What follows belongs to an exercise in optimizing a design on an open flow for small area, a short achievable clock period and few clock cycles per item; a production flow would make more cautious choices. Power is estimated from default activity; no workload was simulated.

== wip/garnet ==
==> flow/design.v <==
module echo_engine (
    input  wire        clk,
    input  wire        rst,         
    input  wire        cfg_we,
    input  wire [4:0]  cfg_addr,
    input  wire [31:0] cfg_wdata,
    output reg         cfg_err,     
    input  wire        in_valid,
    output wire        in_ready,
    input  wire [1:0]  in_op,       
    input  wire [15:0] in_data,
    output wire        out_valid,
    input  wire        out_ready,
    output wire [15:0] out_data
);
    localparam RING_DEPTH  = 64;
    localparam TABLE_DEPTH = 16;
    localparam OP_DELAY = 2'd0;
    localparam OP_TABLE = 2'd1;
    localparam OP_PRBS  = 2'd2;
    localparam OP_NOISE = 2'd3;
    localparam A_CAPACITY    = 5'd0;
    localparam A_NOISE_LEVEL = 5'd1;
    localparam A_LFSR        = 5'd2;
    localparam A_LCG_SEED    = 5'd3;
    localparam A_TABLE_LEN   = 5'd4;
    localparam A_RESTART     = 5'd5;
    localparam A_LCGSTEP     = 5'd6;
    function [30:0] rotl;
        input [30:0] v;
        input integer k;
        begin
            rotl = (v << k) | (v >> (31 - k));
        end
    endfunction
    function [61:0] csa;     
        input [30:0] x, y, z;
        reg [30:0] c;
        begin
            c   = (x & y) | (x & z) | (y & z);
            csa = {x ^ y ^ z, c[29:0], c[30]};
        end
    endfunction
    function [30:0] lcg_next;
        input [30:0] s;
        reg [61:0] l1a, l1b, l2, l3, l4;
        reg [31:0] s0, s1;
        begin
            l1a = csa(rotl(s, 14), rotl(s, 8), rotl(s, 7));
            l1b = csa(rotl(s, 5),  rotl(s, 2), rotl(s, 1));
            l2  = csa(l1a[61:31], l1a[30:0], l1b[61:31]);
            l3  = csa(l2[61:31],  l2[30:0],  l1b[30:0]);
            l4  = csa(l3[61:31],  l3[30:0],  s);
            s0  = {1'b0, l4[61:31]} + {1'b0, l4[30:0]};
            s1  = {1'b0, l4[61:31]} + {1'b0, l4[30:0]} + 32'd1;
            lcg_next = s0[31] ? s1[30:0] : s0[30:0];
        end
    endfunction
    reg cfg_ok;
    always @(*) begin
        cfg_ok = 1'b0;
        if (cfg_addr[4])
            cfg_ok = 1'b1;                                     
        else case (cfg_addr)
            A_CAPACITY:    cfg_ok = cfg_wdata >= 32'd1 && cfg_wdata <= RING_DEPTH;
            A_NOISE_LEVEL: cfg_ok = cfg_wdata >= 32'd1 && cfg_wdata <= 32'd32767;
            A_LFSR:        cfg_ok = cfg_wdata[15:0] != 16'd0;
            A_LCG_SEED:    cfg_ok = cfg_wdata >= 32'd1 && cfg_wdata <= 32'd2147483646;
            A_TABLE_LEN:   cfg_ok = cfg_wdata >= 32'd1 && cfg_wdata <= TABLE_DEPTH;
            A_RESTART:     cfg_ok = 1'b1;
            A_LCGSTEP:     cfg_ok = 1'b1;
            default:       cfg_ok = 1'b0;
        endcase
    end
    wire cfg_do = cfg_we && cfg_ok;
    wire wr_cap     = cfg_do && cfg_addr == A_CAPACITY;
    wire wr_nl      = cfg_do && cfg_addr == A_NOISE_LEVEL;
    wire wr_lfsr    = cfg_do && cfg_addr == A_LFSR;
    wire wr_seed    = cfg_do && cfg_addr == A_LCG_SEED;
    wire wr_tlen    = cfg_do && cfg_addr == A_TABLE_LEN;
    wire wr_lcgstep = cfg_do && cfg_addr == A_LCGSTEP;
    wire ring_clear = cfg_do && (cfg_addr == A_CAPACITY ||
                                 (cfg_addr == A_RESTART && cfg_wdata[0]));
    wire tidx_clear = cfg_do && (cfg_addr == A_TABLE_LEN ||
                                 (cfg_addr == A_RESTART && cfg_wdata[2]));
    reg        rdy;
    reg        a_valid;
    reg [1:0]  a_op;
    reg [15:0] a_x;
    reg        v0, v1, v2;
    reg [15:0] q0, q1, q2;
    assign in_ready  = rdy;
    assign out_valid = v0;
    assign out_data  = q0;
    wire fire = in_valid && rdy;
    wire take = v0 && out_ready;
    wire push = a_valid;
    wire v0_n = take ? (v1 | push)        : (v0 | push);
    wire v1_n = take ? (v2 | (v1 & push)) : (v1 | (v0 & push));
    wire v2_n = take ? (v2 & push)        : (v2 | (v1 & push));
    reg [5:0]  last;           
    reg [5:0]  cursor;         
    reg [5:0]  nxt;            
    reg        full;           
    reg [15:0] rd;             
    reg [15:0] ring [0:RING_DEPTH-1];
    reg [3:0]  tlast;          
    reg [3:0]  tidx;
    reg [15:0] tab [0:TABLE_DEPTH-1];
    reg [TABLE_DEPTH-1:0] tvalid;    
    reg [14:0] noise_level;
    reg [15:0] lfsr;
    reg [30:0] lcg_t;          
    reg        lcg_owed;       
    wire a_delay = a_valid && a_op == OP_DELAY;
    wire a_table = a_valid && a_op == OP_TABLE;
    wire a_prbs  = a_valid && a_op == OP_PRBS;
    wire a_noise = a_valid && a_op == OP_NOISE;
    wire [16:0] delay_sum = {a_x[15], a_x} + {rd[15], rd};
    reg  [15:0] delay_out;
    always @(*) begin
        if (delay_sum[16] == delay_sum[15])
            delay_out = delay_sum[15:0];
        else if (delay_sum[16])
            delay_out = 16'h8000;
        else
            delay_out = 16'h7FFF;
    end
    wire [5:0] nxt_next  = (nxt == last) ? 6'd0 : nxt + 6'd1;
    wire       full_next = full || nxt == 6'd0;
    wire [15:0] table_out = tvalid[tidx] ? tab[tidx] : 16'd0;
    wire [3:0]  tidx_next = (tidx == tlast) ? 4'd0 : tidx + 4'd1;
    wire        prbs_fb   = lfsr[15] ^ lfsr[14] ^ lfsr[3] ^ lfsr[1];
    wire [15:0] lfsr_next = {lfsr[14:0], prbs_fb};
    wire [15:0] prbs_out  = prbs_fb ? {1'b0, noise_level} : -{1'b0, noise_level};
    wire [30:0] lcg_step  = lcg_next(lcg_t);
    wire [15:0] noise_out = {{4{~lcg_t[30]}}, lcg_t[29:18]};
    reg [15:0] result;
    always @(*) begin
        case (a_op)
            OP_DELAY: result = delay_out;
            OP_TABLE: result = table_out;
            OP_PRBS:  result = prbs_out;
            default:  result = noise_out;
        endcase
    end
    integer i;
    always @(posedge clk) begin
        a_op <= in_op;
        a_x  <= in_data;
        q0 <= take ? (v1 ? q1 : result) : (v0 ? q0 : result);
        q1 <= take ? (v2 ? q2 : result) : (v1 ? q1 : result);
        q2 <= (v2 && !take) ? q2 : result;
        if (a_delay)
            ring[cursor] <= a_x;
        for (i = 0; i < TABLE_DEPTH; i = i + 1)
            if (cfg_do && cfg_addr == 5'd16 + i)
                tab[i] <= cfg_wdata[15:0];
    end
    always @(posedge clk) begin
        if (rst) begin
            rdy         <= 1'b1;
            a_valid     <= 1'b0;
            v0          <= 1'b0;
            v1          <= 1'b0;
            v2          <= 1'b0;
            cfg_err     <= 1'b0;
            last        <= 6'd0;
            cursor      <= 6'd0;
            nxt         <= 6'd0;
            full        <= 1'b0;
            rd          <= 16'd0;
            tlast       <= 4'd0;
            tidx        <= 4'd0;
            tvalid      <= {TABLE_DEPTH{1'b0}};
            noise_level <= 15'd1;
            lfsr        <= 16'h0001;
            lcg_t       <= 31'd16807;
            lcg_owed    <= 1'b0;
        end else begin
            cfg_err <= cfg_we && !cfg_ok;
            a_valid <= fire;
            v0 <= v0_n;
            v1 <= v1_n;
            v2 <= v2_n;
            rdy <= fire ? !v1_n : !v2_n;
            if (a_delay) begin
                cursor <= nxt;
                nxt    <= nxt_next;
                full   <= full_next;
                if (last == 6'd0)
                    rd <= a_x;
                else if (full_next)
                    rd <= ring[nxt];
                else
                    rd <= 16'd0;
            end
            if (a_table)
                tidx <= tidx_next;
            if (a_prbs)
                lfsr <= lfsr_next;
            if (wr_seed) begin
                lcg_t    <= cfg_wdata[30:0];
                lcg_owed <= 1'b1;
            end else begin
                if (a_noise || lcg_owed || wr_lcgstep)
                    lcg_t <= lcg_step;
                lcg_owed <= wr_lcgstep && (a_noise || lcg_owed);
            end
            if (wr_cap)
                last <= cfg_wdata[5:0] - 6'd1;
            if (wr_nl)
                noise_level <= cfg_wdata[14:0];
            if (wr_lfsr)
                lfsr <= cfg_wdata[15:0];
            if (wr_tlen)
                tlast <= cfg_wdata[3:0] - 4'd1;
            if (ring_clear) begin
                cursor <= 6'd0;
                nxt    <= (wr_cap ? cfg_wdata[5:0] == 6'd1 : last == 6'd0) ? 6'd0 : 6'd1;
                full   <= 1'b0;
                rd     <= 16'd0;
            end
            if (tidx_clear)
                tidx <= 4'd0;
            for (i = 0; i < TABLE_DEPTH; i = i + 1)
                if (cfg_do && cfg_addr == 5'd16 + i)
                    tvalid[i] <= 1'b1;
        end
    end
endmodule
Settings: LEC_CHECK=0, CAP_MARGIN=20, CORE_MARGIN=2, CORE_UTILIZATION=40, PLACE_DENSITY=0.6, SLEW_MARGIN=20; clock period 10.5 ns.
run.sh (not shown) runs the stock make flow with config.mk's settings and CLKGATE_MAP_FILE= SYNTH_SCRIPT=/design/flow/synth_recipe.tcl, a recipe that flattens the netlist after the stock synthesis.
wip/garnet completed; timing, DRC and antenna clean
Input changes introduced in wip/sierra (baseline for comparison: wip/garnet):
# wip/garnet
export LEC_CHECK = 0
export CAP_MARGIN = 20
export CORE_MARGIN = 2
export CORE_UTILIZATION = 40
export PLACE_DENSITY = 0.6
export SLEW_MARGIN = 20
create_clock -name core_clock -period 10.5 [get_ports {clk}]
# wip/sierra
export LEC_CHECK = 0
export ABC_CLOCK_PERIOD_IN_PS = 3500
export CAP_MARGIN = 20
export CORE_MARGIN = 2
export CORE_UTILIZATION = 40
export PLACE_DENSITY = 0.6
export SLEW_MARGIN = 20
create_clock -name core_clock -period 10.5 [get_ports {clk}]
==> flow/flow/run.sh (new file) <==
#!/bin/bash
set -euo pipefail
MARGIN=$(cat flow/margin.txt)
bash standard.sh SETUP_SLACK_MARGIN=$MARGIN finish > flow_make.log 2>&1
==> flow/flow/margin.txt (new file) <==
7
==> flow/standard.sh (new file) <==
#!/bin/bash
# synth_recipe.tcl (not shown) runs the flow's synth.tcl, then flattens the netlist and writes it again
# the make line also repeats each setting of config.mk as NAME=value (left out here)
make -C /OpenROAD-flow-scripts/flow DESIGN_CONFIG=/design/flow/config.mk WORK_HOME=/design/flow/orfs CLKGATE_MAP_FILE= SYNTH_SCRIPT=/design/flow/synth_recipe.tcl "${@:-finish}"
removed: flow/run.sh
Results
Design area (lower): wip/garnet
Largest net degree at the start of global routing | wip/sierra below wip/garnet
On wip/sierra: post-route total power is 28% higher than what wip/garnet gave.
Changes observed in wip/sierra relative to wip/garnet: setup slack picked up an extra 1.01 ns, total track usage picked up an extra 1.0 points.
### wip/sierra -> wip/pepper
# wip/sierra
export LEC_CHECK = 0
export ABC_CLOCK_PERIOD_IN_PS = 3500
export CAP_MARGIN = 20
export CORE_MARGIN = 2
export CORE_UTILIZATION = 40
export PLACE_DENSITY = 0.6
export SLEW_MARGIN = 20
create_clock -name core_clock -period 10.5 [get_ports {clk}]
# wip/pepper
export LEC_CHECK = 0
export ABC_CLOCK_PERIOD_IN_PS = 3500
export CAP_MARGIN = 20
export CORE_MARGIN = 2
export CORE_UTILIZATION = 40
export PLACE_DENSITY = 0.6
export SETUP_SLACK_MARGIN = 5
export SLEW_MARGIN = 20
create_clock -name core_clock -period 10.5 [get_ports {clk}]
==> flow/run.sh (new file) <==
#!/bin/bash
# synth_recipe.tcl (not shown) runs the flow's synth.tcl, then flattens the netlist and writes it again
# the make line also repeats each setting of config.mk as NAME=value (left out here)
make -C /OpenROAD-flow-scripts/flow DESIGN_CONFIG=/design/flow/config.mk WORK_HOME=/design/flow/orfs CLKGATE_MAP_FILE= SYNTH_SCRIPT=/design/flow/synth_recipe.tcl finish
removed: flow/flow/run.sh
removed: flow/flow/margin.txt
removed: flow/standard.sh
Results
NOTE: number of design-rule violations left by the first detailed-router iteration in wip/pepper falls short of that of wip/sierra
The number of multi-input logic gates was comparable across wip/pepper and wip/sierra.
Against wip/sierra, wip/pepper reports a normalized max-slew margin that is lower.
Overall power consumption on wip/pepper is down relative to wip/sierra.
The non-clock buffer area fraction after layout in wip/pepper sits 2.6 points below the value recorded for wip/sierra.
Delta (wip/pepper minus wip/sierra): worst-case setup slack after placement saw a decrease, minimum clock period +0.080 ns, least setup slack across all paths after layout went down by 0.080 ns.
No run of this note included a check of the RTL's function; only the layout flow was run.

==> port drivers added, routing unchanged <==
No port has a modelled driver above. Below, the same layouts with a new extraction and two added sets of constraints.
Step 1 sets driving cells, clkbuf_16 on the clock port and buf_2 on the other inputs (assumed; they add their load-dependent delay and slew).
Step 2 adds t to the input delays and takes it off the output delays; t is the mean of the earliest and latest rising clock arrival at the registers after step 1. Input paths then give back, and output paths get back, about the clock's delay inside the block.
Slacks: no drivers / after step 1 / after step 2; pairs: no drivers / after step 1.
| run | t (ns) | setup slack, ns | worst setup path after step 2 | worst slew at a driven data input, ns | pins driven straight from the clock port |
|---|---|---|---|---|---|
| wip/garnet | 0.853 | 3.799 / 3.799 / 3.706 | input to register | 0.09 | 1 |
| wip/sierra | 0.837 | 4.811 / 4.811 / 4.811 | register to register | 0.07 | 1 |
| wip/pepper | 0.849 | 4.731 / 4.731 / 3.984 | input to register | 0.12 | 1 |
After both steps setup and hold are still met in every run listed. For wip/pepper, which loses most, drivers alone change the setup slack by 0.000 ns; drivers and shift together by -0.747 ns.
